This design comes from an exercise in tuning for small area, a short achievable clock period and few clock cycles on the open sky130 flow, not from production work. Where RTL was checked, it was by simulation tests only, not by an equivalence proof against the original. The RTL of run 1 was laid out without a check of its function.

[flow/run.sh]
#!/bin/bash
# synth_recipe.tcl (not shown) runs the flow's synth.tcl, then flattens the netlist and writes it again
# the make line also repeats each setting of config.mk as NAME=value (left out here)
make -C /OpenROAD-flow-scripts/flow DESIGN_CONFIG=/design/flow/config.mk WORK_HOME=/design/flow/orfs CLKGATE_MAP_FILE= SYNTH_SCRIPT=/design/flow/synth_recipe.tcl finish
[flow/config.mk]
export PLATFORM = sky130hd
export DESIGN_NAME = sonpe
export DESIGN_NICKNAME = sonpe
export VERILOG_FILES = /design/flow/design.v
export SDC_FILE = /design/flow/constraint.sdc
export NUM_CORES = 4
export LEC_CHECK = 0
export CAP_MARGIN = 20
export CORE_MARGIN = 2
export CORE_UTILIZATION = 55
export CTS_BUF_LIST = sky130_fd_sc_hd__clkbuf_8
export PLACE_DENSITY = 0.65
export SETUP_SLACK_MARGIN = 5
export SLEW_MARGIN = 20
export SYNTH_HIERARCHICAL = 1
[flow/constraint.sdc]
create_clock -name core_clock -period 10.0 [get_ports {clk}]
set_input_delay 2.0000 -clock core_clock [delete_from_list [all_inputs] [get_ports {clk}]]
set_output_delay 2.0000 -clock core_clock [all_outputs]
set_load 0.01 [all_outputs]
[flow/design.v]
module sonpe_sha256 (
    input  wire         clk,
    input  wire         ld,        
    input  wire [31:0]  kn,        
    input  wire         sched,     
    input  wire [31:0]  wsrc,      
    input  wire [31:0]  a1,        
    input  wire [31:0]  e1,        
    output wire [31:0]  w0,        
    output wire [255:0] st         
);
    localparam [255:0] IV = {
        32'h6a09e667, 32'hbb67ae85, 32'h3c6ef372, 32'ha54ff53a,
        32'h510e527f, 32'h9b05688c, 32'h1f83d9ab, 32'h5be0cd19
    };
    reg  [31:0] a, b, c, d, e, f, g, h;
    reg  [31:0] hkw;
    reg  [31:0] w [0:15];
    assign st = {a, b, c, d, e, f, g, h};
    assign w0 = w[14];
    wire [31:0] big_s0 = {a[1:0], a[31:2]} ^ {a[12:0], a[31:13]} ^ {a[21:0], a[31:22]};
    wire [31:0] big_s1 = {e[5:0], e[31:6]} ^ {e[10:0], e[31:11]} ^ {e[24:0], e[31:25]};
    wire [31:0] ch     = (e & f) ^ (~e & g);
    wire [31:0] maj    = (a & b) ^ (a & c) ^ (b & c);
    function [63:0] csa;
        input [31:0] x, y, z;
        begin
            csa[31:0]  = x ^ y ^ z;
            csa[63:32] = {(x[30:0] & y[30:0]) | (x[30:0] & z[30:0]) |
                          (y[30:0] & z[30:0]), 1'b0};
        end
    endfunction
    wire [63:0] cs1    = csa(hkw, big_s1, ch);
    wire [63:0] cs2    = csa(cs1[31:0], cs1[63:32], big_s0);
    wire [63:0] cs3    = csa(cs2[31:0], cs2[63:32], maj);
    wire [63:0] cs4    = csa(cs1[31:0], cs1[63:32], d);
    wire [31:0] a_n, e_n;
    sonpe_add32 u_adda (.x(cs3[31:0]), .y(cs3[63:32]), .s(a_n));
    sonpe_add32 u_adde (.x(cs4[31:0]), .y(cs4[63:32]), .s(e_n));
    wire [31:0] sm_s0  = {w[1][6:0], w[1][31:7]} ^ {w[1][17:0], w[1][31:18]} ^ (w[1] >> 3);
    wire [31:0] sm_s1  = {w[14][16:0], w[14][31:17]} ^ {w[14][18:0], w[14][31:19]} ^ (w[14] >> 10);
    wire [63:0] ws1    = csa(w[9], w[0], sm_s0);
    wire [63:0] ws2    = csa(ws1[31:0], ws1[63:32], sm_s1);
    wire [31:0] w_next;
    sonpe_add32 u_addw (.x(ws2[31:0]), .y(ws2[63:32]), .s(w_next));
    wire [31:0] h_nx   = ld ? IV[63:32] : g;    
    wire [63:0] hk     = csa(h_nx, kn, w[15]);
    wire [31:0] hkw_n;
    sonpe_add32 u_addh (.x(hk[31:0]), .y(hk[63:32]), .s(hkw_n));
    integer i;
    always @(posedge clk) begin
        for (i = 0; i < 15; i = i + 1)
            w[i] <= w[i+1];
        w[15] <= sched ? w_next : wsrc;
        hkw   <= hkw_n;
        if (ld) begin
            a <= a1;            b <= IV[255:224];
            c <= IV[223:192];   d <= IV[191:160];
            e <= e1;            f <= IV[127:96];
            g <= IV[95:64];     h <= IV[63:32];
        end else begin
            h <= g;
            g <= f;
            f <= e;
            e <= e_n;
            d <= c;
            c <= b;
            b <= a;
            a <= a_n;
        end
    end
endmodule
module sonpe_add32 (
    input  wire [31:0] x,
    input  wire [31:0] y,
    output wire [31:0] s
);
    assign s = x + y;
endmodule
module sonpe (
    input  wire         clk,
    input  wire         rst,           
    input  wire         start,
    input  wire [255:0] seed,          
    input  wire [63:0]  index,
    input  wire [63:0]  list_size,
    output wire         ready,
    output reg          done,
    output reg  [1:0]   err,           
    output wire [63:0]  result
);
    localparam [1:0] S_IDLE = 2'd0, S_CHECK = 2'd1, S_CHECK2 = 2'd3, S_RUN = 2'd2;
    localparam [31:0] IV0 = 32'h6a09e667, IV1 = 32'hbb67ae85, IV2 = 32'h3c6ef372,
                      IV3 = 32'ha54ff53a, IV4 = 32'h510e527f, IV5 = 32'h9b05688c,
                      IV6 = 32'h1f83d9ab, IV7 = 32'h5be0cd19;
    localparam [31:0] CA = 32'hfc08884d, CE = 32'h98c7e2a2;
    reg  [1:0]   state;
    reg          rdy;
    reg  [5:0]   t;            
    reg  [6:0]   k;            
    reg  [31:0]  ring [0:7];   
    reg  [39:0]  widx;         
    reg  [40:0]  n;
    reg  [39:0]  f;            
    reg          bor;
    reg          gt;           
    reg          hgt, heq;     
    reg          lbig;         
    reg  [64:0]  dv;           
    reg  [39:0]  rem;          
    reg  [31:0]  swq;          
    reg  [7:0]   psel;         
    reg          sbit;         
    reg          ef_lo, ef_big;
    wire         ef_idx = hgt || (heq && !ef_lo);
    reg          d0, d1, d2, d3, d4, d5, d6, d7, d13, d63, dseed, dsch;
    assign ready  = rdy;
    assign result = {24'd0, widx};
    wire [39:0]  pos = gt ? f : widx;
    wire [5:0]   tn = (state == S_CHECK) ? 6'd62 : t + 6'd1;
    reg  [5:0]  u;
    reg  [31:0] kn, kt;
    always @(*) begin
        case (u)
            6'd0: kt = 32'h71374491;
            6'd1: kt = 32'hb5c0fbcf;
            6'd2: kt = 32'he9b5dba5;
            6'd3: kt = 32'h3956c25b;
            6'd4: kt = 32'h59f111f1;
            6'd5: kt = 32'h923f82a4;
            6'd6: kt = 32'hab1c5ed5;
            6'd7: kt = 32'hd807aa98;
            6'd8: kt = 32'h12835b01;
            6'd9: kt = 32'h243185be;
            6'd10: kt = 32'h550c7dc3;
            6'd11: kt = 32'h72be5d74;
            6'd12: kt = 32'h80deb1fe;
            6'd13: kt = 32'h9bdc06a7;
            6'd14: kt = 32'hc19bf174;
            6'd15: kt = 32'he49b69c1;
            6'd16: kt = 32'hefbe4786;
            6'd17: kt = 32'h0fc19dc6;
            6'd18: kt = 32'h240ca1cc;
            6'd19: kt = 32'h2de92c6f;
            6'd20: kt = 32'h4a7484aa;
            6'd21: kt = 32'h5cb0a9dc;
            6'd22: kt = 32'h76f988da;
            6'd23: kt = 32'h983e5152;
            6'd24: kt = 32'ha831c66d;
            6'd25: kt = 32'hb00327c8;
            6'd26: kt = 32'hbf597fc7;
            6'd27: kt = 32'hc6e00bf3;
            6'd28: kt = 32'hd5a79147;
            6'd29: kt = 32'h06ca6351;
            6'd30: kt = 32'h14292967;
            6'd31: kt = 32'h27b70a85;
            6'd32: kt = 32'h2e1b2138;
            6'd33: kt = 32'h4d2c6dfc;
            6'd34: kt = 32'h53380d13;
            6'd35: kt = 32'h650a7354;
            6'd36: kt = 32'h766a0abb;
            6'd37: kt = 32'h81c2c92e;
            6'd38: kt = 32'h92722c85;
            6'd39: kt = 32'ha2bfe8a1;
            6'd40: kt = 32'ha81a664b;
            6'd41: kt = 32'hc24b8b70;
            6'd42: kt = 32'hc76c51a3;
            6'd43: kt = 32'hd192e819;
            6'd44: kt = 32'hd6990624;
            6'd45: kt = 32'hf40e3585;
            6'd46: kt = 32'h106aa070;
            6'd47: kt = 32'h19a4c116;
            6'd48: kt = 32'h1e376c08;
            6'd49: kt = 32'h2748774c;
            6'd50: kt = 32'h34b0bcb5;
            6'd51: kt = 32'h391c0cb3;
            6'd52: kt = 32'h4ed8aa4a;
            6'd53: kt = 32'h5b9cca4f;
            6'd54: kt = 32'h682e6ff3;
            6'd55: kt = 32'h748f82ee;
            6'd56: kt = 32'h78a5636f;
            6'd57: kt = 32'h84c87814;
            6'd58: kt = 32'h8cc70208;
            6'd59: kt = 32'h90befffa;
            6'd60: kt = 32'ha4506ceb;
            6'd61: kt = 32'hbef9a3f7;
            6'd62: kt = 32'hc67178f2;
            6'd63: kt = 32'h428a2f98;
            default: kt = 32'h428a2f98;
        endcase
    end
    wire [6:0]  rs = k - 7'd2;
    reg  [31:0] msg_p, msg_s;
    always @(*) begin
        msg_p = 32'd0;
        msg_s = 32'd0;
        if (dseed) begin
            msg_p = ring[0];
            msg_s = ring[0];
        end else if (d6) begin
            msg_p = {1'b0, k, 8'h80, 16'h0000};
            msg_s = {1'b0, rs, pos[15:8], pos[23:16], pos[31:24]};
        end else if (d7) begin
            msg_s = {pos[39:32], 8'h80, 16'h0000};
        end else if (d13) begin
            msg_p = 32'h00000108;
            msg_s = 32'h00000128;
        end
    end
    wire [31:0]  w0_p, w0_s;
    wire [255:0] st_p, st_s;
    wire [31:0]  a1 = ring[6] + CA;
    wire [31:0]  e1 = ring[6] + CE;
    sonpe_sha256 u_piv (
        .clk(clk), .ld(d0), .kn(kn), .sched(dsch), .wsrc(msg_p),
        .a1(a1), .e1(e1), .w0(w0_p), .st(st_p)
    );
    sonpe_sha256 u_src (
        .clk(clk), .ld(d0), .kn(kn), .sched(dsch), .wsrc(msg_s),
        .a1(a1), .e1(e1), .w0(w0_s), .st(st_s)
    );
    wire [31:0] h0 = st_p[255:224] + IV0;
    wire [31:0] h1 = st_p[223:192] + IV1;
    wire [63:0] dig_le = {h1[7:0], h1[15:8], h1[23:16], h1[31:24],
                          h0[7:0], h0[15:8], h0[23:16], h0[31:24]};
    wire [39:0] rin   = d2 ? 40'd0 : rem;
    wire [40:0] rsh   = {rin, dv[64]};
    wire [41:0] rdif  = {1'b0, rsh} - {1'b0, n};
    reg  [31:0] sw, siv;
    always @(*) begin
        case (psel[7:5])
            3'd0: begin sw = st_s[255:224]; siv = IV0; end
            3'd1: begin sw = st_s[223:192]; siv = IV1; end
            3'd2: begin sw = st_s[191:160]; siv = IV2; end
            3'd3: begin sw = st_s[159:128]; siv = IV3; end
            3'd4: begin sw = st_s[127:96];  siv = IV4; end
            3'd5: begin sw = st_s[95:64];   siv = IV5; end
            3'd6: begin sw = st_s[63:32];   siv = IV6; end
            default: begin sw = st_s[31:0]; siv = IV7; end
        endcase
    end
    wire [31:0] ssum    = swq + siv;
    wire        src_bit = ssum[{~psel[4:3], psel[2:0]}];
    wire        chk   = (state == S_CHECK);
    wire [39:0] wsel  = sbit ? f : widx;
    wire [39:0] alu_a = chk ? n[39:0] : (d2 ? rem : f);
    wire [39:0] alu_b = (d3 && !chk) ? (n[39:0] & {40{bor}})
                                     : ~((d2 && sbit && !chk) ? f : widx);
    wire [40:0] alu_s = {1'b0, alu_a} + {1'b0, alu_b} + {40'd0, d2 && !chk};
    wire        e_big = lbig || (n[40] && (|n[39:0]));
    integer j;
    always @(posedge clk) begin
        t     <= tn;
        d0    <= (tn == 6'd0);
        d1    <= (tn == 6'd1);
        d2    <= (tn == 6'd2);
        d3    <= (tn == 6'd3);
        d4    <= (tn == 6'd4);
        d5    <= (tn == 6'd5);
        d6    <= (tn == 6'd6);
        d7    <= (tn == 6'd7);
        d13   <= (tn == 6'd13);
        d63   <= (tn == 6'd63);
        dseed <= (tn >= 6'd62) || (tn <= 6'd5);
        dsch  <= (tn >= 6'd14) && (tn <= 6'd61);
        u  <= (state == S_CHECK) ? 6'd63 : u + 6'd1;
        kn <= kt;
        if (state == S_CHECK)
            k <= 7'h7f;
        else if (d63)
            k <= k + 7'd1;
        for (j = 0; j < 8; j = j + 1)
            ring[j] <= ring[(j + 1) % 8];
        dv  <= d0 ? {dv[63], dig_le} : {dv[63:0], 1'b0};
        swq <= sw;
        rem <= rdif[41] ? rsh[39:0] : rdif[39:0];
        if (d2)
            {bor, f} <= {~alu_s[40], alu_s[39:0]};
        if (d3)
            f <= alu_s[39:0];
        if (d4)
            gt <= alu_s[40];
        if (d5)
            psel <= pos[7:0];
        if (d1)
            sbit <= src_bit && (k >= 7'd3);
        ef_lo  <= alu_s[40];
        ef_big <= e_big;
        if (state == S_IDLE) begin
            for (j = 0; j < 8; j = j + 1)
                ring[(j + 1) % 8] <= {seed[32*j +: 8], seed[32*j+8 +: 8],
                                      seed[32*j+16 +: 8], seed[32*j+24 +: 8]};
            widx <= index[39:0];
            n    <= list_size[40:0];
            hgt  <= index[63:40] > list_size[63:40];
            heq  <= index[63:40] == list_size[63:40];
            lbig <= |list_size[63:41];
        end
        if (rst) begin
            state <= S_IDLE;
            rdy   <= 1'b1;
            done  <= 1'b0;
        end else begin
            done <= 1'b0;
            case (state)
                S_IDLE: if (start) begin
                    rdy   <= 1'b0;
                    state <= S_CHECK;
                end
                S_CHECK: state <= S_CHECK2;
                S_CHECK2: begin
                    if (ef_idx || ef_big) begin
                        err   <= ef_idx ? 2'd1 : 2'd2;
                        widx  <= 40'd0;
                        done  <= 1'b1;
                        rdy   <= 1'b1;
                        state <= S_IDLE;
                    end else begin
                        state <= S_RUN;
                    end
                end
                S_RUN: if (d2) begin
                    widx <= wsel;
                    if (k == 7'd92) begin
                        err   <= 2'd0;
                        done  <= 1'b1;
                        rdy   <= 1'b1;
                        state <= S_IDLE;
                    end
                end
                default: state <= S_IDLE;
            endcase
        end
    end
endmodule
==> results of run 1 <==
[registers in the layout, indices dropped and copies added, names as in the netlist, 40 cells and up]
signal	count
widx	40
f	40
u_piv.w	512
n	41
ring	256
dv	65
rem	40
u_src.w	512
[worst max path at each step]
| stage | startpoint | endpoint | slack, ns | cells past startpoint |
|---|---|---|---|---|
| after floorplan | psel[5]$_DFFE_PP_ | sbit$_DFFE_PP_ | 5.22 | 19 |
| after global placement | psel[6]$_DFFE_PP_ | sbit$_DFFE_PP_ | 3.97 | 17 |
| after detailed placement | psel[6]$_DFFE_PP_ | sbit$_DFFE_PP_ | 3.92 | 17 |
| after CTS | psel[6]$_DFFE_PP_ | sbit$_DFFE_PP_ | 4.83 | 15 |
| after global routing | psel[7]$_DFFE_PP_ | sbit$_DFFE_PP_ | 4.84 | 19 |
| final | u_piv.a[23]$_DFF_P_ | u_piv.a[28]$_DFF_P_ | 5.02 | 14 |
[what timing repair did]
action	4_1_cts	5_1_grt
buffers inserted	7	13
gates cloned	0	3
gates resized for setup	25	72
setup endpoints to repair	15	40
pin swaps	3	11
[cells in the final DEF (no fill, tap or decap), types with 93 or more instances in the layout]
cell             instances
o21bai_1                93
nand3_1                143
clkdlybuf4s50_1        430
mux2i_1                138
clkbuf_8               437
a21oi_1                527
fa_1                   435
xnor2_1                657
edfxtp_1               137
dfxtp_1               1997
a21o_1                 142
o21ai_0                398
ha_1                   421
or2_1                  164
nor2b_1                274
mux2_1                 160
mux2_2                 413
xor2_1                 272
nor3_1                 115
nor2_1                 391
inv_1                  868
nand2_1                635
[routing by layer]
metal	part of all wire	track usage	vias to the layer above
met5	0.00045	0	-
met4	0.049	0.161	24
met3	0.093	0.0872	741
met2	0.44	0.548	3545
met1	0.42	0.489	36750
li1	-	-	34332
[area by class of cell]
type,count,area (um2)
antenna,22,55.1
clock buffer,437,6010
clock inverter,173,1230
fill,15311,70000
inverter,784,2950
multi-input combinational,6522,54100
sequential,2167,44800
tap,2495,3120
timing repair buffer,506,5080
[critical path: cells and delay by family, from the launching register on]
| family | cells | cell delay [ns] |
|---|---|---|
| simple gates | 1 | 0.08 |
| compound gates | 5 | 1.38 |
| buf+inv | 1 | 0.08 |
| flops | 1 | 0.68 |
| fa+ha+maj | 3 | 1.45 |
| mux | 1 | 0.28 |
| xor+xnor | 3 | 0.86 |
==> run notes, run 1 <==
Sinks on Clock Net = 2167
Final Slew Violations = 0
Setup Skew = 0.114 ns
Worst hold path type = reg -> reg
CTS tree = built
Hold slack = 0.239 ns
Hold Path Depth = 0
Root buffer cell = clkbuf_8
GRT Residual Overflow = 0
Worst Setup End Kind = register
Antenna violations before repair = 53
DRC errors left = 0
Post-Syn Area = 103000 um2
# hold bufs at CTS = 0
Die height = 438 um
Die area = 192000 um2
Total GRT Usage = 0.361
End of the worst register-to-register path = u_piv.a[28]$_DFF_P_
Routed Antenna Nets = 0
Min cycle time layout = 4.98 ns
CTS H-tree depth = 5
Yosys synthesis warning count = 10
Outcome = no timing/DRC/antenna violations
Final hold viol count = 0
Post-layout util = 0.626
Max incr delay on CP = 0.68 ns
Via-to-Cell Ratio = 5.75
Clock Path Buffers = 4
Setup violators final = 0
First-pass GRT wire length = 506000 um
Setup_tns = 0 ns
Vias = 75392
Syn_area_per_cell = 10.4 um2
Initial core utilization = 0.552
Inst Count DP = 12451
I/O pins = 455
Crit start category = register
Worst-path maximum fanout = 7
Clk Latency, worst-skew pair = 1.12 ns
Die X = 438 um
Tightest Pin Transition = 1.18 ns
Crit-path most repeated cell = fa_1
Worst Path Required = 10.91 ns
R2R cell count = 14
Hold path startpoint = u_src.w[3][7]$_DFF_P_
Final Cycle Share = 0.498
Layout Nets = 11580
Final Instance Count excl. Fillers = 13106
Slowest-stage cell, CP = dfxtp_1
Fmax = 0.201 GHz
IO Port Bufs = 430
P&R area growth vs syn = 13.5%
Crit path DAT = 5.89 ns
Max Cap Viol = 0
Core area = 187000 um2
Starting DRT DRC Count = 7587
Slew HR = 0.213
Final WL = 352000 um
Hpwl dp = 276000 um
Critical setup path kind = reg -> reg
Layout cells sized above 1 = 0.122
Slack of the worst reg-to-reg path = 5.02 ns
Final Wtd Congestion = 1.00
Row cnt = 159
Post-Place Worst Slack = 3.92 ns
Vias in the first global route = 74500
RSZ-0062 raised after global routing = yes
Pin count of the biggest net entering global routing = 215
Post-route cell area = 117000 um2
TritonCTS Buffers = 354
Clock-pin slew on the worst setup and hold paths = 0.07 ns
R2R Path Start = u_piv.a[23]$_DFF_P_
Placed cell areas = 109000 um2
CP cell instances = xor2_1 -> xnor2_1 -> fa_1 -> inv_1 -> fa_1 -> fa_1 -> a211oi_1 -> o21bai_1 -> a21oi_2 -> a21o_4 -> nor3_1 -> a31oi_1 -> xnor2_1 -> mux2_1
Endpoint, Worst Hold = u_src.w[2][7]$_DFF_P_
Setup ws final = 5.02 ns
Wire per inst = 26.9 um
First-pass DRT Iterations = 6
Cells after synthesis = 9902
==> run 2: changes to the inputs <==
--- a/flow/design.v
+++ b/flow/design.v
@@ -1,27 +1,30 @@
 module sonpe_sha256 (
     input  wire         clk,
-    input  wire         ld,        
+    input  wire         l63,       
     input  wire [31:0]  kn,        
     input  wire         sched,     
     input  wire [31:0]  wsrc,      
-    input  wire [31:0]  a1,        
-    input  wire [31:0]  e1,        
     output wire [31:0]  w0,        
     output wire [255:0] st         
 );
+    localparam [31:0] CA = 32'hfc08884d, CE = 32'h98c7e2a2, K0 = 32'h428a2f98;
     localparam [255:0] IV = {
         32'h6a09e667, 32'hbb67ae85, 32'h3c6ef372, 32'ha54ff53a,
         32'h510e527f, 32'h9b05688c, 32'h1f83d9ab, 32'h5be0cd19
     };
     reg  [31:0] a, b, c, d, e, f, g, h;
     reg  [31:0] hkw;
+    reg         ld;        
     reg  [31:0] w [0:15];
     assign st = {a, b, c, d, e, f, g, h};
     assign w0 = w[14];
-    wire [31:0] big_s0 = {a[1:0], a[31:2]} ^ {a[12:0], a[31:13]} ^ {a[21:0], a[31:22]};
-    wire [31:0] big_s1 = {e[5:0], e[31:6]} ^ {e[10:0], e[31:11]} ^ {e[24:0], e[31:25]};
-    wire [31:0] ch     = (e & f) ^ (~e & g);
-    wire [31:0] maj    = (a & b) ^ (a & c) ^ (b & c);
+    wire [31:0] big_s0 = ({a[1:0], a[31:2]} ^ {a[12:0], a[31:13]} ^ {a[21:0], a[31:22]})
+                         & {32{~ld}};
+    wire [31:0] big_s1 = ({e[5:0], e[31:6]} ^ {e[10:0], e[31:11]} ^ {e[24:0], e[31:25]})
+                         & {32{~ld}};
+    wire [31:0] ch     = ((e & f) | (~e & g)) & {32{~ld}};
+    wire [31:0] maj    = ((a & b) | (a & c) | (b & c)) & {32{~ld}};
+    wire [31:0] dd     = ld ? (CE - CA) : d;
     function [63:0] csa;
         input [31:0] x, y, z;
         begin
@@ -33,7 +36,7 @@
     wire [63:0] cs1    = csa(hkw, big_s1, ch);
     wire [63:0] cs2    = csa(cs1[31:0], cs1[63:32], big_s0);
     wire [63:0] cs3    = csa(cs2[31:0], cs2[63:32], maj);
-    wire [63:0] cs4    = csa(cs1[31:0], cs1[63:32], d);
+    wire [63:0] cs4    = csa(cs1[31:0], cs1[63:32], dd);
     wire [31:0] a_n, e_n;
     sonpe_add32 u_adda (.x(cs3[31:0]), .y(cs3[63:32]), .s(a_n));
     sonpe_add32 u_adde (.x(cs4[31:0]), .y(cs4[63:32]), .s(e_n));
@@ -43,7 +46,7 @@
     wire [63:0] ws2    = csa(ws1[31:0], ws1[63:32], sm_s1);
     wire [31:0] w_next;
     sonpe_add32 u_addw (.x(ws2[31:0]), .y(ws2[63:32]), .s(w_next));
-    wire [31:0] h_nx   = ld ? IV[63:32] : g;    
+    wire [31:0] h_nx   = ld ? IV[63:32] : (l63 ? (CA - K0) : g);
     wire [63:0] hk     = csa(h_nx, kn, w[15]);
     wire [31:0] hkw_n;
     sonpe_add32 u_addh (.x(hk[31:0]), .y(hk[63:32]), .s(hkw_n));
@@ -53,20 +56,19 @@
             w[i] <= w[i+1];
         w[15] <= sched ? w_next : wsrc;
         hkw   <= hkw_n;
+        ld <= l63;
+        a <= a_n;
+        e <= e_n;
         if (ld) begin
-            a <= a1;            b <= IV[255:224];
-            c <= IV[223:192];   d <= IV[191:160];
-            e <= e1;            f <= IV[127:96];
-            g <= IV[95:64];     h <= IV[63:32];
+            b <= IV[255:224];   c <= IV[223:192];   d <= IV[191:160];
+            f <= IV[127:96];    g <= IV[95:64];     h <= IV[63:32];
         end else begin
             h <= g;
             g <= f;
             f <= e;
-            e <= e_n;
             d <= c;
             c <= b;
             b <= a;
-            a <= a_n;
         end
     end
 endmodule
@@ -93,7 +95,6 @@
     localparam [31:0] IV0 = 32'h6a09e667, IV1 = 32'hbb67ae85, IV2 = 32'h3c6ef372,
                       IV3 = 32'ha54ff53a, IV4 = 32'h510e527f, IV5 = 32'h9b05688c,
                       IV6 = 32'h1f83d9ab, IV7 = 32'h5be0cd19;
-    localparam [31:0] CA = 32'hfc08884d, CE = 32'h98c7e2a2;
     reg  [1:0]   state;
     reg          rdy;
     reg  [5:0]   t;            
@@ -113,7 +114,7 @@
     reg          sbit;         
     reg          ef_lo, ef_big;
     wire         ef_idx = hgt || (heq && !ef_lo);
-    reg          d0, d1, d2, d3, d4, d5, d6, d7, d13, d63, dseed, dsch;
+    reg          d0, d1, d2, d3, d4, d5, d6, d7, d13, d61, d62, d63, dseed, dsch;
     assign ready  = rdy;
     assign result = {24'd0, widx};
     wire [39:0]  pos = gt ? f : widx;
@@ -209,15 +210,13 @@
     end
     wire [31:0]  w0_p, w0_s;
     wire [255:0] st_p, st_s;
-    wire [31:0]  a1 = ring[6] + CA;
-    wire [31:0]  e1 = ring[6] + CE;
     sonpe_sha256 u_piv (
-        .clk(clk), .ld(d0), .kn(kn), .sched(dsch), .wsrc(msg_p),
-        .a1(a1), .e1(e1), .w0(w0_p), .st(st_p)
+        .clk(clk), .l63(d63), .kn(kn), .sched(dsch), .wsrc(msg_p),
+        .w0(w0_p), .st(st_p)
     );
     sonpe_sha256 u_src (
-        .clk(clk), .ld(d0), .kn(kn), .sched(dsch), .wsrc(msg_s),
-        .a1(a1), .e1(e1), .w0(w0_s), .st(st_s)
+        .clk(clk), .l63(d63), .kn(kn), .sched(dsch), .wsrc(msg_s),
+        .w0(w0_s), .st(st_s)
     );
     wire [31:0] h0 = st_p[255:224] + IV0;
     wire [31:0] h1 = st_p[223:192] + IV1;
@@ -226,19 +225,23 @@
     wire [39:0] rin   = d2 ? 40'd0 : rem;
     wire [40:0] rsh   = {rin, dv[64]};
     wire [41:0] rdif  = {1'b0, rsh} - {1'b0, n};
-    reg  [31:0] sw, siv;
+    reg  [31:0] siv;
     always @(*) begin
         case (psel[7:5])
-            3'd0: begin sw = st_s[255:224]; siv = IV0; end
-            3'd1: begin sw = st_s[223:192]; siv = IV1; end
-            3'd2: begin sw = st_s[191:160]; siv = IV2; end
-            3'd3: begin sw = st_s[159:128]; siv = IV3; end
-            3'd4: begin sw = st_s[127:96];  siv = IV4; end
-            3'd5: begin sw = st_s[95:64];   siv = IV5; end
-            3'd6: begin sw = st_s[63:32];   siv = IV6; end
-            default: begin sw = st_s[31:0]; siv = IV7; end
+            3'd0: siv = IV0;
+            3'd1: siv = IV1;
+            3'd2: siv = IV2;
+            3'd3: siv = IV3;
+            3'd4: siv = IV4;
+            3'd5: siv = IV5;
+            3'd6: siv = IV6;
+            default: siv = IV7;
         endcase
     end
+    wire        sw_en = (psel[6:5] == 2'd0) ? d0 :
+                        (psel[6:5] == 2'd1) ? d63 :
+                        (psel[6:5] == 2'd2) ? d62 : d61;
+    wire [31:0] sw    = psel[7] ? st_s[127:96] : st_s[255:224];
     wire [31:0] ssum    = swq + siv;
     wire        src_bit = ssum[{~psel[4:3], psel[2:0]}];
     wire        chk   = (state == S_CHECK);
@@ -260,6 +263,8 @@
         d6    <= (tn == 6'd6);
         d7    <= (tn == 6'd7);
         d13   <= (tn == 6'd13);
+        d61   <= (tn == 6'd61);
+        d62   <= (tn == 6'd62);
         d63   <= (tn == 6'd63);
         dseed <= (tn >= 6'd62) || (tn <= 6'd5);
         dsch  <= (tn >= 6'd14) && (tn <= 6'd61);
@@ -272,7 +277,8 @@
         for (j = 0; j < 8; j = j + 1)
             ring[j] <= ring[(j + 1) % 8];
         dv  <= d0 ? {dv[63], dig_le} : {dv[63:0], 1'b0};
-        swq <= sw;
+        if (sw_en)
+            swq <= sw;
         rem <= rdif[41] ? rsh[39:0] : rdif[39:0];
         if (d2)
             {bor, f} <= {~alu_s[40], alu_s[39:0]};
--- a/flow/config.mk
+++ b/flow/config.mk
@@ -7,9 +7,9 @@
 export LEC_CHECK = 0
 export CAP_MARGIN = 20
 export CORE_MARGIN = 2
-export CORE_UTILIZATION = 55
-export CTS_BUF_LIST = sky130_fd_sc_hd__clkbuf_8
-export PLACE_DENSITY = 0.65
+export CORE_UTILIZATION = 40
+export CTS_CLUSTER_DIAMETER = 80
+export CTS_CLUSTER_SIZE = 30
 export SETUP_SLACK_MARGIN = 5
 export SLEW_MARGIN = 20
 export SYNTH_HIERARCHICAL = 1
==> run notes, run 2 <==
Starting DRT DRC Count = 6262
Row cnt = 183
Die height = 505 um
# hold bufs at CTS = 0
Die area = 255000 um2
Setup violators final = 0
Most common cell after layout, fill and taps aside = dfxtp_1
Total GRT Usage = 0.245
Post-Syn Area = 100000 um2
Clock Path Buffers = 3
RSZ-0062 raised after global routing = yes
Antenna violations before repair = 39
Yosys synthesis warning count = 10
Syn_area_per_cell = 10.4 um2
Worst hold path type = reg -> reg
Crit path DAT = 5.65 ns
Final WL = 321000 um
Most frequent cells in the layout = 1949 x dfxtp_1, 669 x nand2_1, 640 x inv_1
Filler instances = 23397
First-pass DRT Iterations = 6
Outcome = no timing/DRC/antenna violations
Crit start category = register
Die X = 505 um
Setup Skew = 0.0775 ns
Worst-path maximum fanout = 7
Max Cap Viol = 0
GRT Residual Overflow = 0
Critical setup path kind = reg -> reg
Fmax = 0.204 GHz
Vias = 70101
Largest registers = u_piv.w x512, u_src.w x512, ring x256
First-pass GRT wire length = 468000 um
CTS H-tree depth = 3
Setup_tns = 0 ns
Vias in the first global route = 69064
Layout Nets = 11119
Sinks on Clock Net = 2139
Min cycle time layout = 4.89 ns
Hold Path Depth = 0
Final Slew Violations = 0
Tightest Pin Transition = 1.20 ns
Cells after synthesis = 9674
Final Cycle Share = 0.489
Hold slack = 0.304 ns
Layout cells sized above 1 = 0.106
DRC errors left = 0
Hpwl dp = 254000 um
Initial core utilization = 0.403
P&R area growth vs syn = 12.1%
Final hold viol count = 0
Pin count of the biggest net entering global routing = 202
Multi-input gate area = 51700 um2
Clk Latency, worst-skew pair = 0.85 ns
Final Wtd Congestion = 0.984
Clock-pin slew on the worst setup and hold paths = 0.10 ns
TritonCTS Buffers = 119
IO Port Bufs = 430
R2R cell count = 14
Worst Setup End Kind = register
CTS tree = built
Slew HR = 0.192
Wire per inst = 24.1 um
Routed Antenna Nets = 0
Register area = 44600 um2
Worst Path Required = 10.76 ns
Core area = 249000 um2
I/O pins = 455
Root buffer cell = clkbuf_16
Via-to-Cell Ratio = 5.27
run 2: cell types whose count changed in the layout (fill, tap and decap cells not counted), sizes merged, moves of 60 or more:
cell / delta
dfxtp: -60
inv: -190
mux2: -162
nor2: +225
clkbuf: -306
xnor2: -87
run 2: path summary, 6_finish.rpt:
kind	startpoint	endpoint	slack, ns
worst min-delay path	u_src.w[12][11]$_DFF_P_	u_src.w[11][11]$_DFF_P_	0.30
worst min register to register	u_src.w[12][11]$_DFF_P_	u_src.w[11][11]$_DFF_P_	0.30
worst max register to register	u_src.e[24]$_DFF_P_	u_src.a[27]$_DFF_P_	5.11
worst max-delay path	u_src.e[24]$_DFF_P_	u_src.a[27]$_DFF_P_	5.11
run 2: worst max-delay path, stage by stage (launching register included):
cell and delay [ns]:
dfxtp_1 0.70, mux2i_1 0.38, nor2_1 0.11, fa_1 0.53, fa_1 0.52, inv_1 0.05, fa_1 0.53, inv_1 0.06
ha_1 0.43, nand4_1 0.31, nor4_4 0.50, and3_1 0.22, o21bai_2 0.17, or2_1 0.16, xor2_1 0.16
run 2: through the flow:
step	instances	utilization	setup WS, ns	instance area [um2]
3_5_place_dp	13077	0.432	4.22	107000
4_1_cts	13293	0.451	4.89	112000
6_report	13313	0.452	5.11	112000
5_1_grt	13310	0.452	4.94	112000
3_3_place_gp	13077	0.432	4.18	107000
2_1_floorplan	9703	-	5.44	100000
run 2: final cells by class:
cell class              count  area share
clock buffers             130      0.0276
repair buffers            497      0.0451
inverters                 649      0.0217
multi-input cells        6476       0.460
well taps                3330      0.0371
flip-flops and latches   2139       0.396
diodes                     11    0.000245
clock inverters            81      0.0124
run 2: routing by layer:
metal,routed length (um),up-vias,share of wire,global-route usage
met3,19400,441,0.061,0.0344
met1,144000,34520,0.45,0.340
li1,-,32820,-,-
met2,145000,2302,0.45,0.388
met5,126,-,0.00039,0
met4,12200,18,0.038,0.0865
run 2: repair_timing:
item	in CTS	in global routing
pin swaps	1	5
gates cloned	1	4
buffers inserted	4	5
endpoints found under the setup margin	86	54
resized for setup	21	34
Testbench counts of run 2, summed over its fixed seeds: cycles 141,484.
==> run 3: changes to the inputs <==
--- a/flow/config.mk
+++ b/flow/config.mk
@@ -8,8 +8,6 @@
 export CAP_MARGIN = 20
 export CORE_MARGIN = 2
 export CORE_UTILIZATION = 40
-export CTS_CLUSTER_DIAMETER = 80
-export CTS_CLUSTER_SIZE = 30
 export SETUP_SLACK_MARGIN = 5
 export SLEW_MARGIN = 20
 export SYNTH_HIERARCHICAL = 1
==> run notes, run 3 <==
P&R area growth vs syn = 15.4%
Sinks on Clock Net = 2139
Filler instances = 23152
Wire per inst = 24.0 um
Final Cycle Share = 0.486
Setup Skew = 0.0740 ns
Total GRT Usage = 0.248
Setup violators final = 0
DRC errors left = 0
Final Wtd Congestion = 0.984
Crit path DAT = 5.69 ns
Vias in the first global route = 70375
First-pass DRT Iterations = 6
Post-Syn Area = 100000 um2
Worst Setup End Kind = register
Clk Latency, worst-skew pair = 0.90 ns
GRT Residual Overflow = 0
Core area = 249000 um2
Hold slack = 0.287 ns
Die height = 505 um
Slew HR = 0.213
Min cycle time layout = 4.86 ns
Crit-path most repeated cell = fa_1
Layout Nets = 11219
Max Cap Viol = 0
Outcome = no timing/DRC/antenna violations
GR peak layer = met2
Final WL = 324000 um
Yosys synthesis warning count = 10
CTS H-tree depth = 4
Fmax = 0.206 GHz
Most common cell after layout, fill and taps aside = dfxtp_1
Worst Path Required = 10.83 ns
Most frequent cells in the layout = 1952 x dfxtp_1, 669 x nand2_1, 640 x inv_1
Routed Antenna Nets = 0
Worst hold path type = reg -> reg
Tightest Pin Transition = 1.17 ns
Critical setup path kind = reg -> reg
IO Port Bufs = 430
Met3 GRT Util = 0.0420
Layout cells sized above 1 = 0.120
Root buffer cell = clkbuf_16
Pin count of the biggest net entering global routing = 202
Starting DRT DRC Count = 6428
Syn_area_per_cell = 10.4 um2
Cells after synthesis = 9674
Crit start category = register
Met1 Usage GRT = 0.341
CP cell instances = buf_16 -> nor2_1 -> fa_1 -> xnor2_1 -> xor2_1 -> fa_1 -> fa_1 -> a211oi_1 -> o21bai_1 -> a21oi_2 -> a21o_4 -> o31ai_2 -> a21oi_1 -> xnor2_1
Register area = 44600 um2
Initial core utilization = 0.403
Setup_tns = 0 ns
Max incr delay on CP = 0.62 ns
CTS tree = built
RSZ-0062 raised after global routing = yes
Die area = 255000 um2
Antenna violations before repair = 41
Final Slew Violations = 0
Worst-path maximum fanout = 76
Hpwl dp = 254000 um
Vias = 70962
First-pass GRT wire length = 474000 um
Slowest-stage cell, CP = dfxtp_4
Via-to-Cell Ratio = 5.25
Final hold viol count = 0
I/O pins = 455
Clock-pin slew on the worst setup and hold paths = 0.06 ns
Met2 Track Usage GR = 0.392
Clock Path Buffers = 3
Largest registers = u_piv.w x512, u_src.w x512, ring x256
Multi-input gate area = 51700 um2
Row cnt = 183
Die X = 505 um
TritonCTS Buffers = 219
run 3: layout make-up:
| cell class | instances | share of cell area |
|---|---|---|
| sequential | 2139 | 0.385 |
| inverter | 649 | 0.0211 |
| clock inverter | 108 | 0.0122 |
| multi-input combinational | 6476 | 0.446 |
| clock buffer | 301 | 0.0551 |
| antenna | 11 | 0.000238 |
| tap | 3330 | 0.0360 |
| timing repair buffer | 497 | 0.0439 |
run 3: worst max-delay path, delay by kind of cell, from the launching register on:
family                     cells  cell delay (ns)
and+or+nand+nor                1             0.12
adders and majority gates      3             1.47
DFF                            1             0.62
xor gates and xnor gates       3             0.76
buffers and inverters          1             0.32
AOI/OAI and AO/OA              6             1.44
run 3: final timing paths:
path / startpoint / end / slack [ns] / depth (start not counted)
worst max register to register: u_piv.ld$_DFF_P_ / u_piv.a[24]$_DFF_P_ / 5.14 / 14
worst max-delay path: u_piv.ld$_DFF_P_ / u_piv.a[24]$_DFF_P_ / 5.14 / 14
worst min-delay path: u_piv.w[6][18]$_DFF_P_ / u_piv.w[5][18]$_DFF_P_ / 0.29 / 0
worst min register to register: u_piv.w[6][18]$_DFF_P_ / u_piv.w[5][18]$_DFF_P_ / 0.29 / 0
run 3: repair_timing:
item / CTS / global route
pin swaps: 0 / 5
setup buffers: 2 / 7
resized for setup: 21 / 30
setup endpoints to repair: 78 / 54
gates cloned: 2 / 3
hold buffers: 0 / 0
run 3: layer usage:
metal	vias up	routed length, um
li1	33116	-
met1	34925	145000
met2	2367	146000
met3	534	20100
met4	20	12800
met5	-	169
run 3: per-stage QoR:
stage                     utilization  worst slack (ns)  area [um2]  cells
after floorplan                     -              5.44      100000   9703
after global placement          0.432              4.18      107000  13077
after detailed placement        0.432              4.22      107000  13077
after CTS                       0.464              4.94      115000  13490
after global routing            0.465              4.98      116000  13506
final                           0.465              5.14      116000  13511
==> run 4: changes to the inputs <==
==> flow/flow/run.sh (new file) <==
#!/bin/bash
set -euo pipefail
bash standard.sh 'BUFFER_PORTS_ARGS=-buffer_cell sky130_fd_sc_hd__buf_1' SETUP_SLACK_MARGIN=5.5 finish > standard.log 2>&1
==> flow/standard.sh (new file) <==
#!/bin/bash
# synth_recipe.tcl (not shown) runs the flow's synth.tcl, then flattens the netlist and writes it again
# the make line also repeats each setting of config.mk as NAME=value (left out here)
make -C /OpenROAD-flow-scripts/flow DESIGN_CONFIG=/design/flow/config.mk WORK_HOME=/design/flow/orfs CLKGATE_MAP_FILE= SYNTH_SCRIPT=/design/flow/synth_recipe.tcl "${@:-finish}"
--- a/flow/config.mk
+++ b/flow/config.mk
@@ -8,6 +8,8 @@
 export CAP_MARGIN = 20
 export CORE_MARGIN = 2
 export CORE_UTILIZATION = 40
+export CTS_CLUSTER_DIAMETER = 80
+export CTS_CLUSTER_SIZE = 24
 export SETUP_SLACK_MARGIN = 5
 export SLEW_MARGIN = 20
 export SYNTH_HIERARCHICAL = 1
removed: flow/run.sh
==> run notes, run 4 <==
Outcome = no timing/DRC/antenna violations
Crit-path leading delay family = compound AO/OA/AOI/OAI gates
Setup Skew = 0.0464 ns
Hold Path Depth = 0
Final hold viol count = 0
Slew HR = 0.208
Min cycle time layout = 4.46 ns
Yosys synthesis warning count = 10
Pin count of the biggest net entering global routing = 187
Worst-path maximum fanout = 11
Clock-pin slew on the worst setup and hold paths = 0.09 ns
CTS H-tree depth = 4
Vias in the first global route = 69916
Endpoint, Worst Hold = u_src.w[10][14]$_DFF_P_
Worst hold path type = reg -> reg
Starting DRT DRC Count = 6158
Antenna violations before repair = 41
Initial core utilization = 0.403
GRT Residual Overflow = 0
Most frequent cells in the layout = 1891 x dfxtp_1, 668 x nand2_1, 639 x inv_1
Die X = 505 um
Row cnt = 183
Slack of the worst reg-to-reg path = 5.54 ns
IO Port Bufs = 430
Setup_tns = 0 ns
Cells after synthesis = 9674
First-pass DRT Iterations = 6
RSZ-0062 raised after global routing = yes
Max incr delay on CP = 0.40 ns
Wire per inst = 24.2 um
Core area = 249000 um2
Post-Syn Area = 100000 um2
Final Slew Violations = 0
R2R Path Start = state[1]$_SDFFE_PP0P_
Most common cell after layout, fill and taps aside = dfxtp_1
End of the worst register-to-register path = gt$_DFFE_PP_
Via-to-Cell Ratio = 5.30
Clk Latency, worst-skew pair = 0.84 ns
Sinks on Clock Net = 2139
Layout Nets = 11176
Clock Path Buffers = 3
Final Cycle Share = 0.446
Crit path buffers/inverters = 3
Max Cap Viol = 0
Crit path DAT = 5.05 ns
Syn_area_per_cell = 10.4 um2
Post-layout util = 0.447
Critical setup path kind = reg -> reg
Tightest Pin Transition = 1.18 ns
R2R cell count = 21
Hold path startpoint = u_src.w[11][14]$_DFF_P_
DRC errors left = 0
# hold bufs at CTS = 0
Vias = 70756
Total GRT Usage = 0.248
Final Wtd Congestion = 0.999
First-pass GRT wire length = 473000 um
Die height = 505 um
Slowest-stage cell, CP = dfxtp_4
Fmax = 0.224 GHz
Root buffer cell = clkbuf_16
P&R area growth vs syn = 10.8%
CTS tree = built
Layout cells sized above 1 = 0.125
TritonCTS Buffers = 133
Final WL = 324000 um
Hpwl dp = 254000 um
I/O pins = 455
Worst Path Required = 10.59 ns
Routed Antenna Nets = 0
Crit start category = register
Die area = 255000 um2
Worst Setup End Kind = register
CP cell instances = nand2b_4 -> buf_12 -> and3_4 -> buf_12 -> nand2_1 -> nand3_1 -> o21ai_1 -> fa_2 -> inv_1 -> fa_1 -> nor2b_1 -> o2111ai_1 -> nand3_2 -> a31o_2 -> a21o_4 -> a211oi_4 -> o21bai_4 -> a211oi_4 -> o31ai_1 -> a21o_1 -> a31o_2
Largest registers = u_piv.w x512, u_src.w x512, ring x256
Setup violators final = 0
[run 4: final cells by class]
type | count | area, um2
antenna | 12 | 30.0
clock buffer | 141 | 3410
clock inverter | 68 | 1090
fill | 23669 | 138000
inverter | 649 | 2440
multi-input combinational | 6475 | 52400
sequential | 2139 | 44700
tap | 3330 | 4170
timing repair buffer | 541 | 2950
[run 4: layer usage]
layer	vias up	GRT usage	wire length, um
met2	2312	0.396	147000
met5	-	0	195
met1	35028	0.345	145000
li1	32899	-	-
met3	487	0.0389	20900
met4	30	0.0728	10400
[run 4: per-stage QoR]
step / instances / setup WS, ns / hold WS (ns) / instance area (um2)
floorplan: 9703 / 5.53 / 0.310 / 100000
global placement: 13076 / 4.56 / 0.310 / 105000
detailed placement: 13076 / 4.57 / 0.312 / 105000
CTS: 13309 / 5.41 / 0.311 / 110000
global route: 13348 / 5.42 / 0.312 / 111000
finish: 13355 / 5.54 / 0.310 / 111000
[run 4: how the worst max path moves through the flow]
| stage | start | end | cells after the start |
|---|---|---|---|
| floorplan | u_piv.ld$_DFF_P_ | u_piv.a[27]$_DFF_P_ | 18 |
| global placement | state[1]$_SDFFE_PP0P_ | gt$_DFFE_PP_ | 21 |
| detailed placement | state[1]$_SDFFE_PP0P_ | gt$_DFFE_PP_ | 21 |
| CTS | state[1]$_SDFFE_PP0P_ | gt$_DFFE_PP_ | 21 |
| global route | state[1]$_SDFFE_PP0P_ | gt$_DFFE_PP_ | 21 |
| finish | state[1]$_SDFFE_PP0P_ | gt$_DFFE_PP_ | 21 |
[run 4: what timing repair did]
action,CTS,global route
cloned,6,3
gates resized for setup,121,163
setup buffers,18,29
endpoints found under the setup margin,160,61
pin swaps,12,38
==> run 5: changes to the inputs <==
==> flow/flow/run.sh (replaced) <==
#!/bin/bash
# The standard layout (standard.sh: the ORFS flow, synthesis unchanged),
# except that the port buffers are the smallest buffer cell rather than the
# delay buffer buffer_ports picks by default. Every port still gets a buffer.
set -euo pipefail
bash standard.sh 'BUFFER_PORTS_ARGS=-buffer_cell sky130_fd_sc_hd__buf_1' finish > standard.log 2>&1
--- a/flow/config.mk
+++ b/flow/config.mk
@@ -8,8 +8,6 @@
 export CAP_MARGIN = 20
 export CORE_MARGIN = 2
 export CORE_UTILIZATION = 40
-export CTS_CLUSTER_DIAMETER = 80
-export CTS_CLUSTER_SIZE = 24
 export SETUP_SLACK_MARGIN = 5
 export SLEW_MARGIN = 20
 export SYNTH_HIERARCHICAL = 1
==> run notes, run 5 <==
Clock Path Buffers = 3
Final Cycle Share = 0.490
Outcome = no timing/DRC/antenna violations
Post-Place Worst Slack = 4.19 ns
First-pass DRT Iterations = 6
Fmax = 0.204 GHz
Final WL = 328000 um
Register area = 44600 um2
I/O pins = 455
Die height = 505 um
P&R area growth vs syn = 13.1%
End of the worst register-to-register path = rem[4]$_DFF_P_
CTS H-tree depth = 4
# hold bufs at CTS = 0
Max Cap Viol = 0
Cells after synthesis = 9674
CP Launch Point = d2$_DFF_P_
Pin count of the biggest net entering global routing = 196
Routed Antenna Nets = 0
Worst Path Required = 10.75 ns
Final Slew Violations = 0
Syn_area_per_cell = 10.4 um2
Most common cell after layout, fill and taps aside = dfxtp_1
Layout Nets = 11224
Initial core utilization = 0.403
First-pass GRT wire length = 479000 um
IO Port Bufs = 430
Die area = 255000 um2
Die X = 505 um
Most frequent cells in the layout = 1938 x dfxtp_1, 671 x nand2_1, 640 x inv_1
R2R cell count = 12
Setup violators final = 0
Filler instances = 23522
Vias = 70988
Largest registers = u_piv.w x512, u_src.w x512, ring x256
GRT Residual Overflow = 0
Via-to-Cell Ratio = 5.25
Antenna violations before repair = 56
Inst Count DP = 13076
Setup ws final = 5.10 ns
Vias in the first global route = 70168
Crit path DAT = 5.65 ns
Post-Syn Area = 100000 um2
Core area = 249000 um2
Slack of the worst reg-to-reg path = 5.10 ns
Final hold viol count = 0
Wire per inst = 24.3 um
Setup Skew = 0.0683 ns
Total GRT Usage = 0.252
Setup_tns = 0 ns
Worst Setup End Kind = register
Worst-path maximum fanout = 34
Worst hold path type = reg -> reg
Final Wtd Congestion = 0.999
Min cycle time layout = 4.90 ns
Hold path startpoint = u_piv.w[3][0]$_DFF_P_
Critical path endpoint = rem[4]$_DFF_P_
Multi-input gate area = 51700 um2
TritonCTS Buffers = 220
Final Instance Count excl. Fillers = 13533
CTS tree = built
Clk Latency, worst-skew pair = 0.90 ns
Hpwl dp = 258000 um
Row cnt = 183
Clock-pin slew on the worst setup and hold paths = 0.06 ns
RSZ-0062 raised after global routing = yes
Tightest Pin Transition = 1.13 ns
Crit start category = register
Starting DRT DRC Count = 6434
DRC errors left = 0
Post-layout util = 0.456
Root buffer cell = clkbuf_16
R2R Path Start = d2$_DFF_P_
Critical setup path kind = reg -> reg
Layout cells sized above 1 = 0.122
Sinks on Clock Net = 2139
Yosys synthesis warning count = 10
Slew HR = 0.246
run 5: final cells by class:
class	count	share of cell area
multi-input combinational	6476	0.456
tap	3330	0.0367
timing repair buffer	501	0.0218
inverter	649	0.0215
clock buffer	304	0.0562
clock inverter	113	0.0149
sequential	2139	0.393
antenna	21	0.000463
run 5: worst max-delay path, cell delays in order (launching register included):
cell      delay, ns
dfxtp_4        0.54
nor2b_1        0.11
ha_1           0.38
and3_1         0.29
or4b_1         0.54
a311oi_1       0.49
nor3_1         0.29
a211oi_2       0.51
o21ai_1        0.16
o211ai_2       0.16
a221o_4        0.50
buf_6          0.36
mux2_2         0.38
run 5: worst min-delay path by stage:
stage                              to  depth (start not counted)  slack (ns)
2_1_floorplan          dv[64]$_DFF_P_                          0        0.31
3_3_place_gp   u_piv.w[6][20]$_DFF_P_                          0        0.31
3_5_place_dp    u_src.w[1][5]$_DFF_P_                          0        0.31
4_1_cts         u_piv.w[2][0]$_DFF_P_                          0        0.27
5_1_grt         u_piv.w[5][4]$_DFF_P_                          0        0.28
6_report        u_piv.w[2][0]$_DFF_P_                          0        0.28
run 5: routing by layer:
layer,wire length (um),vias up,part of all wire,global-route usage
li1,-,33153,-,-
met3,21900,480,0.067,0.0438
met5,245,-,0.00075,0
met2,148000,2368,0.45,0.399
met4,11300,38,0.034,0.0813
met1,147000,34949,0.45,0.348
run 5: repair_timing:
action	4_1_cts	5_1_grt
gates cloned	5	2
hold endpoints to repair	0	0
pin swaps	2	6
endpoints found under the setup margin	77	48
resized for setup	19	43
buffers inserted	5	7
run 5: metrics by stage:
step,hold slack (ns),area [um2]
6_report,0.278,113000
5_1_grt,0.285,113000
4_1_cts,0.270,113000
3_5_place_dp,0.312,105000
3_3_place_gp,0.310,105000
2_1_floorplan,0.310,100000
==> run 6: changes to the inputs <==
--- a/flow/config.mk
+++ b/flow/config.mk
@@ -8,6 +8,8 @@
 export CAP_MARGIN = 20
 export CORE_MARGIN = 2
 export CORE_UTILIZATION = 40
+export CTS_CLUSTER_DIAMETER = 80
+export CTS_CLUSTER_SIZE = 24
 export SETUP_SLACK_MARGIN = 5
 export SLEW_MARGIN = 20
 export SYNTH_HIERARCHICAL = 1
==> run notes, run 6 <==
Worst Setup End Kind = register
Clock-pin slew on the worst setup and hold paths = 0.09 ns
Die area = 255000 um2
Most frequent cells in the layout = 1938 x dfxtp_1, 670 x nand2_1, 640 x inv_1
Wire per inst = 24.4 um
Tightest Pin Transition = 1.11 ns
Critical setup path kind = reg -> reg
Slack of the worst reg-to-reg path = 5.09 ns
Setup violators final = 0
Post-layout util = 0.443
First-pass GRT wire length = 475000 um
Clock Path Buffers = 3
Register area = 44600 um2
Largest registers = u_piv.w x512, u_src.w x512, ring x256
Worst Path Required = 10.71 ns
Final Slew Violations = 0
Final WL = 326000 um
RSZ-0062 raised after global routing = yes
Core area = 249000 um2
Yosys synthesis warning count = 10
GRT Residual Overflow = 0
Post-route cell area = 110000 um2
R2R Path Start = d2$_DFF_P_
Hpwl dp = 258000 um
Final Instance Count excl. Fillers = 13341
Hold slack = 0.295 ns
Vias in the first global route = 69367
Routed Antenna Nets = 0
IO Port Bufs = 430
Cells after synthesis = 9674
Root buffer cell = clkbuf_16
Crit path DAT = 5.62 ns
DRC errors left = 0
Pin count of the biggest net entering global routing = 196
Worst-path maximum fanout = 34
Antenna violations before repair = 52
TritonCTS Buffers = 141
Placed cell areas = 105000 um2
Setup Skew = 0.0471 ns
Clk Latency, worst-skew pair = 0.85 ns
CTS H-tree depth = 4
Post-Place Worst Slack = 4.19 ns
Syn_area_per_cell = 10.4 um2
I/O pins = 455
CTS tree = built
Crit start category = register
Sinks on Clock Net = 2139
Final Wtd Congestion = 0.999
Setup ws final = 5.09 ns
Vias = 70358
Final Cycle Share = 0.491
Max Cap Viol = 0
Inst Count DP = 13076
Fmax = 0.204 GHz
Die X = 505 um
CP Launch Point = d2$_DFF_P_
Final hold viol count = 0
Initial core utilization = 0.403
First-pass DRT Iterations = 6
Most common cell after layout, fill and taps aside = dfxtp_1
Filler instances = 23777
Slew HR = 0.259
Hold path startpoint = u_src.w[6][1]$_DFF_P_
Via-to-Cell Ratio = 5.27
Post-Syn Area = 100000 um2
Total GRT Usage = 0.250
Starting DRT DRC Count = 6652
Outcome = no timing/DRC/antenna violations
Worst hold path type = reg -> reg
P&R area growth vs syn = 9.86%
Layout Nets = 11142
Setup_tns = 0 ns
Multi-input gate area = 51700 um2
Die height = 505 um
Min cycle time layout = 4.91 ns
Row cnt = 183
Layout cells sized above 1 = 0.108
-- run 6: layer usage --
metal	up-vias	GRT usage	routed length, um
met2	2351	0.397	147000
met1	34634	0.347	146000
met4	34	0.0764	10700
met3	456	0.0420	21900
met5	-	0	220
li1	32883	-	-
-- run 6: critical path, stage by stage, from the launching register on --
cell      delay (ns)
dfxtp_4         0.55
nor2b_1         0.12
ha_1            0.38
and3_1          0.29
or4b_1          0.54
a311oi_1        0.48
nor3_1          0.28
a211oi_2        0.52
o21ai_1         0.16
o211ai_2        0.16
a221o_4         0.50
buf_6           0.36
mux2_2          0.38
-- run 6: cell type report --
type / count / area share
repair buffers: 498 / 0.0223
clock buffers: 153 / 0.0333
inverters: 649 / 0.0221
flip-flops and latches: 2139 / 0.404
clock inverters: 72 / 0.0102
multi-input cells: 6476 / 0.469
diodes: 24 / 0.000545
well taps: 3330 / 0.0378
-- run 6: path summary, 6_finish.rpt --
path | endpoint | depth (start not counted)
max | rem[4]$_DFF_P_ | 12
min | u_src.w[5][1]$_DFF_P_ | 0
min reg2reg | u_src.w[5][1]$_DFF_P_ | 0
max reg2reg | rem[4]$_DFF_P_ | 12
-- run 6: what timing repair did --
action	4_1_cts	5_1_grt
gates cloned	4	4
hold endpoints to repair	0	0
gates resized for setup	24	39
endpoints found under the setup margin	76	45
buffers inserted	4	4
pin swaps	1	5
hold buffers	0	0

==> port drivers added, routing unchanged <==
The flow's constraints put no driver on any port. The routed layouts listed below were extracted and timed again, unchanged, in two steps.
Step 1 sets driving cells, clkbuf_16 on the clock port and buf_2 on the other inputs (assumed; they add their load-dependent delay and slew).
Step 2 times the ports against the registers' clock, not the clock port: input delays grow and output delays shrink by t, the midpoint of the rising clock arrivals with the driver on.
Slacks: no drivers / after step 1 / after step 2; pairs: no drivers / after step 1.
run | t, ns | setup WS [ns] | hold slack, ns | worst register clock-pin slew, ns | cell pins on the clock port's net
run 1 | 1.169 | 5.017 / 5.017 / 5.017 | 0.239 / 0.239 / 0.239 | 0.07 / 0.07 | 1
run 2 | 0.913 | 5.109 / 5.109 / 5.109 | 0.304 / 0.304 / 0.304 | 0.12 / 0.12 | 1
run 3 | 0.964 | 5.142 / 5.142 / 5.142 | 0.287 / 0.287 / 0.287 | 0.07 / 0.07 | 1
run 4 | 0.918 | 5.537 / 5.537 / 5.537 | 0.310 / 0.310 / 0.310 | 0.10 / 0.10 | 1
run 5 | 0.964 | 5.102 / 5.102 / 5.102 | 0.278 / 0.278 / 0.278 | 0.07 / 0.07 | 1
run 6 | 0.918 | 5.090 / 5.090 / 5.090 | 0.295 / 0.295 / 0.295 | 0.10 / 0.10 | 1
After both steps setup and hold are still met in every run listed.
